Background: an optimization exercise with open tools, aiming at small area. Do not read the settings as production practice. RTL that was checked went through simulation tests only; none was proved equivalent to the original. Power and IR drop assume default switching activity.

Setup of branch cedar:
==> flow/design.v <==
module zcpf_nec (
    input  wire       clk,
    input  wire       rst,
    input  wire       zc_in,
    input  wire       ir_in,
    input  wire       dt_tick,
    input  wire       tb_tick,
    input  wire [3:0] addr,
    input  wire [7:0] wdata,
    input  wire       rd,
    input  wire       wr,
    output reg  [7:0] rdata,
    output wire       gate_n
);
    localparam [2:0] S_IDLE    = 3'd0;
    localparam [2:0] S_MARK    = 3'd1;
    localparam [2:0] S_SPACE   = 3'd2;
    localparam [2:0] S_HIGHBIT = 3'd3;
    localparam [2:0] S_LOWBIT  = 3'd4;
    localparam [2:0] S_REPEAT  = 3'd5;
    function [7:0] lut;
        input [3:0] l;
        begin
            lut[7] = ~l[3] & ~(l[2] & l[1]);
            lut[6] = ~(l[3] | (~l[2] & l[1] & l[0]) | (l[2] & ~l[1]));
            lut[5] = (~l[3] & ~l[2] & l[0]) | (~l[2] & ~l[1] & ~l[0]) | (l[2] & l[1] & ~l[0]);
            lut[4] = l[3] | ~(l[1] ^ l[0]);
            lut[3] = ~(l[3] ^ l[0]);
            lut[2] = ~l[2];
            lut[1] = ~l[1];
            lut[0] = ~l[0];
        end
    endfunction
    function [3:0] pa_idx;
        input       k;
        input [3:0] l;
        begin
            pa_idx = {l[3] | k, l[2] & ~k, l[1] & ~k, l[0] | k};
        end
    endfunction
    reg  [2:0]  ir_state;
    reg  [7:0]  dly_cnt;
    reg         dly_armed;
    reg         gate;
    reg         run;
    reg  [3:0]  level;
    reg         start_req;
    reg  [7:0]  kick_cnt;
    reg  [15:0] tb_cnt;
    reg  [7:0]  hc_cnt;
    reg  [7:0]  ovf_cnt;
    reg         ir_level;
    reg  [15:0] ivc;         
    reg  [31:1] acc;
    reg  [4:0]  bitcnt;
    reg  [31:0] frame;
    reg  [1:0]  ir_idle;
    reg         frame_rdy;
    reg         rpt_pend;
    reg         ovf_f;
    reg         zc_f;
    reg  [4:0]  pulse_cnt;
    reg         zc_prev;
    reg         ir_prev;
    wire ir_now = ~ir_in;
    wire zc_ev  = zc_in & ~zc_prev;
    wire ir_ev  = ir_now ^ ir_prev;
    wire kick_on = (kick_cnt != 8'd0);
    wire [7:0] phase_angle = lut(pa_idx(kick_on, level));
    wire wr_level = wr && addr == 4'h0;
    wire wr_ctrl  = wr && addr == 4'h1;
    wire wr_flags = wr && addr == 4'h4;
    wire [3:0] lvl_n = wdata[7] ? 4'd0 : (wdata[6:0] > 7'd9) ? 4'd9 : wdata[3:0];
    reg  [3:0] w_level;
    reg        w_run;
    reg  [7:0] w_kick;
    reg        w_start_req;
    always @* begin
        w_level     = level;
        w_run       = run;
        w_kick      = kick_cnt;
        w_start_req = start_req;
        if (wr_level) begin
            w_level     = lvl_n;
            w_start_req = 1'b0;
            if (lvl_n == 4'd0) begin
                w_run  = 1'b0;
                w_kick = 8'd0;
            end else if (!run && start_req) begin
                w_run  = 1'b1;
                w_kick = 8'd200;
            end
        end else if (wr_ctrl) begin
            w_start_req = wdata[0];
        end
    end
    wire w_kick_on = (w_kick != 8'd0);
    wire [7:0] w_pa = lut(pa_idx(w_kick_on, w_level));
    wire w_full = w_kick_on || (w_level[3] && w_level[0]);
    wire dly_zero = (dly_cnt == 8'd0);
    wire expire   = dt_tick && dly_armed && !zc_ev && dly_zero;
    wire [7:0] dly_x = zc_ev ? w_pa : dly_cnt;
    wire [7:0] n_dly = (dt_tick && (zc_ev || dly_armed) && !(dly_zero && !zc_ev)) ?
                       dly_x - 8'd1 : dly_x;
    wire n_armed = zc_ev || (dly_armed && !expire);
    wire n_gate  = (zc_ev && w_run && w_full) || (gate && !expire);
    wire [7:0] n_kick = (zc_ev && w_kick_on) ? w_kick - 8'd1 : w_kick;
    wire pulse_start = expire && w_run;
    wire iv_hi0   = (ivc[15:10] == 6'd0);
    wire [9:0] ivl = ivc[9:0];
    wire iv_ge787 = !iv_hi0 || ivl >= 10'd787;
    wire iv_lt394 = iv_hi0 && ivl < 10'd394;
    wire iv_bit   = iv_hi0 && ivl >= 10'd56 && ivl <= 10'd84;
    wire iv_low   = iv_hi0 && ivl >= 10'd56 && ivl <= 10'd252;
    wire iv_b     = !iv_hi0 || ivl >= 10'd168;
    reg  [2:0] n_state;
    reg  [4:0] n_bitcnt;
    reg        n_frame_ld;
    reg        rpt_set;
    reg        err;
    always @* begin
        n_state    = ir_state;
        n_bitcnt   = bitcnt;
        n_frame_ld = 1'b0;
        rpt_set    = 1'b0;
        err        = 1'b0;
        if (ir_ev) begin
            case (ir_state)
                S_IDLE: begin
                    if (ir_now) begin
                        n_state  = S_MARK;
                        n_bitcnt = 5'd0;
                    end
                end
                S_MARK: begin
                    err     = !iv_ge787;
                    n_state = S_SPACE;
                end
                S_SPACE: begin
                    n_state = iv_lt394 ? S_REPEAT : S_HIGHBIT;
                end
                S_HIGHBIT: begin
                    err     = !iv_bit;
                    n_state = S_LOWBIT;
                end
                S_LOWBIT: begin
                    err      = !iv_low;
                    n_state  = S_HIGHBIT;
                    n_bitcnt = bitcnt + 5'd1;
                    if (!err && bitcnt == 5'd31) begin
                        n_frame_ld = 1'b1;
                        n_state    = S_IDLE;
                    end
                end
                S_REPEAT: begin
                    err     = !iv_bit;
                    rpt_set = iv_bit;
                    n_state = S_IDLE;
                end
                default: n_state = S_IDLE;
            endcase
            if (err) begin
                n_state  = S_IDLE;
                n_bitcnt = 5'd0;
            end
        end
    end
    wire acc_sh = ir_ev && ir_state[2];
    wire [31:0] acc_new = {iv_b, acc[31:1]};
    wire ovf = tb_tick && (tb_cnt == 16'hFFFF);
    wire [1:0] e_idle = ir_ev ? 2'd0 : ir_idle;
    wire [1:0] n_idle = (ovf && e_idle != 2'd2) ? e_idle + 2'd1 : e_idle;
    wire n_frame_rdy = (frame_rdy && !(wr_flags && wdata[0])) || n_frame_ld;
    wire n_rpt_pend  = ((rpt_pend && !(wr_flags && wdata[1])) || rpt_set) &&
                       !(ovf && n_idle == 2'd2);
    wire n_ovf_f     = (ovf_f && !(wr_flags && wdata[2])) || ovf;
    wire n_zc_f      = (zc_f && !(wr_flags && wdata[3])) || zc_ev;
    reg [7:0] rd_view;
    always @* begin
        case (addr)
            4'h0: rd_view = {4'd0, level};
            4'h1: rd_view = {7'd0, start_req};
            4'h2: rd_view = phase_angle;
            4'h3: rd_view = {3'd0, ir_level, dly_armed, gate, kick_on, run};
            4'h4: rd_view = {4'd0, zc_f, ovf_f, rpt_pend, frame_rdy};
            4'h5: rd_view = hc_cnt;
            4'h6: rd_view = ovf_cnt;
            4'h7: rd_view = {ir_state, bitcnt};
            4'h8: rd_view = frame[7:0];
            4'h9: rd_view = frame[15:8];
            4'hA: rd_view = frame[23:16];
            4'hB: rd_view = frame[31:24];
            default: rd_view = 8'd0;
        endcase
    end
    always @(posedge clk) begin
        zc_prev <= zc_in;
        ir_prev <= ir_now;
        if (acc_sh)
            acc <= acc_new[31:1];
        if (ir_ev)
            ivc <= {15'd0, tb_tick};
        else
            ivc <= ivc + {15'd0, tb_tick};
        dly_cnt <= n_dly;
        if (rst) begin
            ir_state  <= S_IDLE;
            dly_armed <= 1'b0;
            gate      <= 1'b0;
            run       <= 1'b0;
            level     <= 4'd0;
            start_req <= 1'b0;
            kick_cnt  <= 8'd0;
            tb_cnt    <= 16'd0;
            hc_cnt    <= 8'd0;
            ovf_cnt   <= 8'd0;
            ir_level  <= 1'b0;
            bitcnt    <= 5'd0;
            frame     <= 32'd0;
            ir_idle   <= 2'd0;
            frame_rdy <= 1'b0;
            rpt_pend  <= 1'b0;
            ovf_f     <= 1'b0;
            zc_f      <= 1'b0;
            pulse_cnt <= 5'd0;
            rdata     <= 8'd0;
        end else begin
            ir_state  <= n_state;
            dly_armed <= n_armed;
            gate      <= n_gate;
            run       <= w_run;
            level     <= w_level;
            start_req <= w_start_req;
            kick_cnt  <= n_kick;
            tb_cnt    <= tb_cnt + {15'd0, tb_tick};
            if (zc_ev)
                hc_cnt <= hc_cnt + 8'd1;
            if (ovf)
                ovf_cnt <= ovf_cnt + 8'd1;
            if (ir_ev)
                ir_level <= ir_now;
            bitcnt    <= n_bitcnt;
            if (n_frame_ld)
                frame <= acc_new;
            ir_idle   <= n_idle;
            frame_rdy <= n_frame_rdy;
            rpt_pend  <= n_rpt_pend;
            ovf_f     <= n_ovf_f;
            zc_f      <= n_zc_f;
            if (pulse_start)
                pulse_cnt <= 5'd16;
            else if (pulse_cnt != 5'd0)
                pulse_cnt <= pulse_cnt - 5'd1;
            if (rd)
                rdata <= rd_view;
        end
    end
    assign gate_n = ~(gate | (pulse_cnt != 5'd0));
endmodule
Settings: LEC_CHECK=0, CAP_MARGIN=20, CORE_MARGIN=2, CORE_UTILIZATION=70, CTS_BUF_LIST=sky130_fd_sc_hd__clkbuf_4 sky130_fd_sc_hd__clkbuf_8, SLEW_MARGIN=20; clock period 10.0 ns.
run.sh (not shown) runs the stock make flow with config.mk's settings and CLKGATE_MAP_FILE= SYNTH_SCRIPT=/design/flow/synth_recipe.tcl, a recipe that flattens the netlist after the stock synthesis.
--- input diff branch cedar..branch indigo ---
-- flow/design.v --
<<< branch cedar, line 20
    localparam [2:0] S_REPEAT  = 3'd5;
    function [7:0] lut;
        input [3:0] l;
        begin
            lut[7] = ~l[3] & ~(l[2] & l[1]);
            lut[6] = ~(l[3] | (~l[2] & l[1] & l[0]) | (l[2] & ~l[1]));
            lut[5] = (~l[3] & ~l[2] & l[0]) | (~l[2] & ~l[1] & ~l[0]) | (l[2] & l[1] & ~l[0]);
            lut[4] = l[3] | ~(l[1] ^ l[0]);
            lut[3] = ~(l[3] ^ l[0]);
            lut[2] = ~l[2];
            lut[1] = ~l[1];
            lut[0] = ~l[0];
        end
    endfunction
    function [3:0] pa_idx;
        input       k;
        input [3:0] l;
        begin
            pa_idx = {l[3] | k, l[2] & ~k, l[1] & ~k, l[0] | k};
        end
    endfunction
>>> branch indigo, line 20
    localparam [2:0] S_REPEAT  = 3'd5;
    function [7:0] lut;
        input [3:0] idx;
        begin
            lut = (idx == 4'd0) ? 8'd255 :
                  (idx == 4'd1) ? 8'd230 :
                  (idx == 4'd2) ? 8'd205 :
                  (idx == 4'd3) ? 8'd180 :
                  (idx == 4'd4) ? 8'd155 :
                  (idx == 4'd5) ? 8'd130 :
                  (idx == 4'd6) ? 8'd105 :
                  (idx == 4'd7) ? 8'd80  :
                  (idx == 4'd8) ? 8'd55  : 8'd30;
        end
    endfunction
<<< branch cedar, line 67
    wire ir_ev  = ir_now ^ ir_prev;
    wire kick_on = (kick_cnt != 8'd0);
    wire [7:0] phase_angle = lut(pa_idx(kick_on, level));
    wire wr_level = wr && addr == 4'h0;
    wire wr_ctrl  = wr && addr == 4'h1;
>>> branch indigo, line 61
    wire ir_ev  = ir_now ^ ir_prev;
    wire kick_on = (kick_cnt != 8'd0);
    wire [7:0] phase_angle = kick_on ? 8'd30 : lut(level);
    wire wr_level = wr && addr == 4'h0;
    wire wr_ctrl  = wr && addr == 4'h1;
<<< branch cedar, line 96
    end
    wire w_kick_on = (w_kick != 8'd0);
    wire [7:0] w_pa = lut(pa_idx(w_kick_on, w_level));
    wire w_full = w_kick_on || (w_level[3] && w_level[0]);
    wire dly_zero = (dly_cnt == 8'd0);
    wire expire   = dt_tick && dly_armed && !zc_ev && dly_zero;
    wire [7:0] dly_x = zc_ev ? w_pa : dly_cnt;
    wire [7:0] n_dly = (dt_tick && (zc_ev || dly_armed) && !(dly_zero && !zc_ev)) ?
                       dly_x - 8'd1 : dly_x;
    wire n_armed = zc_ev || (dly_armed && !expire);
    wire n_gate  = (zc_ev && w_run && w_full) || (gate && !expire);
>>> branch indigo, line 90
    end
    wire w_kick_on = (w_kick != 8'd0);
    wire [7:0] w_pa = w_kick_on ? 8'd30 : lut(w_level);
    wire w_full = w_kick_on || (w_level == 4'd9);
    wire dly_zero = (dly_cnt == 8'd0);
    wire expire   = dt_tick && dly_armed && !zc_ev && dly_zero;
    wire [7:0] n_dly = zc_ev ? (dt_tick ? w_pa - 8'd1 : w_pa) :
                       (dt_tick && dly_armed && !dly_zero) ? dly_cnt - 8'd1 : dly_cnt;
    wire n_armed = zc_ev || (dly_armed && !expire);
    wire n_gate  = (zc_ev && w_run && w_full) || (gate && !expire);
Findings:
- Going from branch cedar to branch indigo, routed length on met1 grew by a few percent.
- The lower final worst-path setup slack came out of branch cedar.
- Wire length deteriorates in branch indigo relative to branch cedar.
- Side by side, non-clock buffer count turned out higher in branch indigo than in branch cedar.
- Of branch cedar and branch indigo, branch indigo shows the higher global-route wire length before repair, with branch cedar below it.
- Relative to branch cedar, met2 wire length increased by 3.2% in branch indigo.
- branch cedar and branch indigo ended up with nearly the same power density relative to cell area.
No functional check of the RTL was part of branch indigo.

==> re-timing with driven ports <==
How much do the figures lean on ideal ports? The routed layouts below were timed once more, with nothing changed but the port constraints. Step 1: set_driving_cell puts a clkbuf_16 on clk and a buf_2 on each other input, an assumption about the parent block. Step 2 moves the port delays by t, midway between the first and last clock arrival at a register: inputs arrive t later, outputs are due t later. That takes back most of the time a late clock gives input paths. Slacks: ideal / step 1 / step 2; pairs: ideal / step 1.
run	t (ns)	slack for setup (ns)	slew at the worst register clock pin (ns)
branch cedar	0.492	4.140 / 4.156 / 3.664	0.09 / 0.09
branch indigo	0.489	4.275 / 4.289 / 3.800	0.09 / 0.09
After both steps every run listed still meets setup and hold. For branch cedar, which loses most, drivers alone change the setup slack by +0.016 ns; drivers and shift together by -0.476 ns.
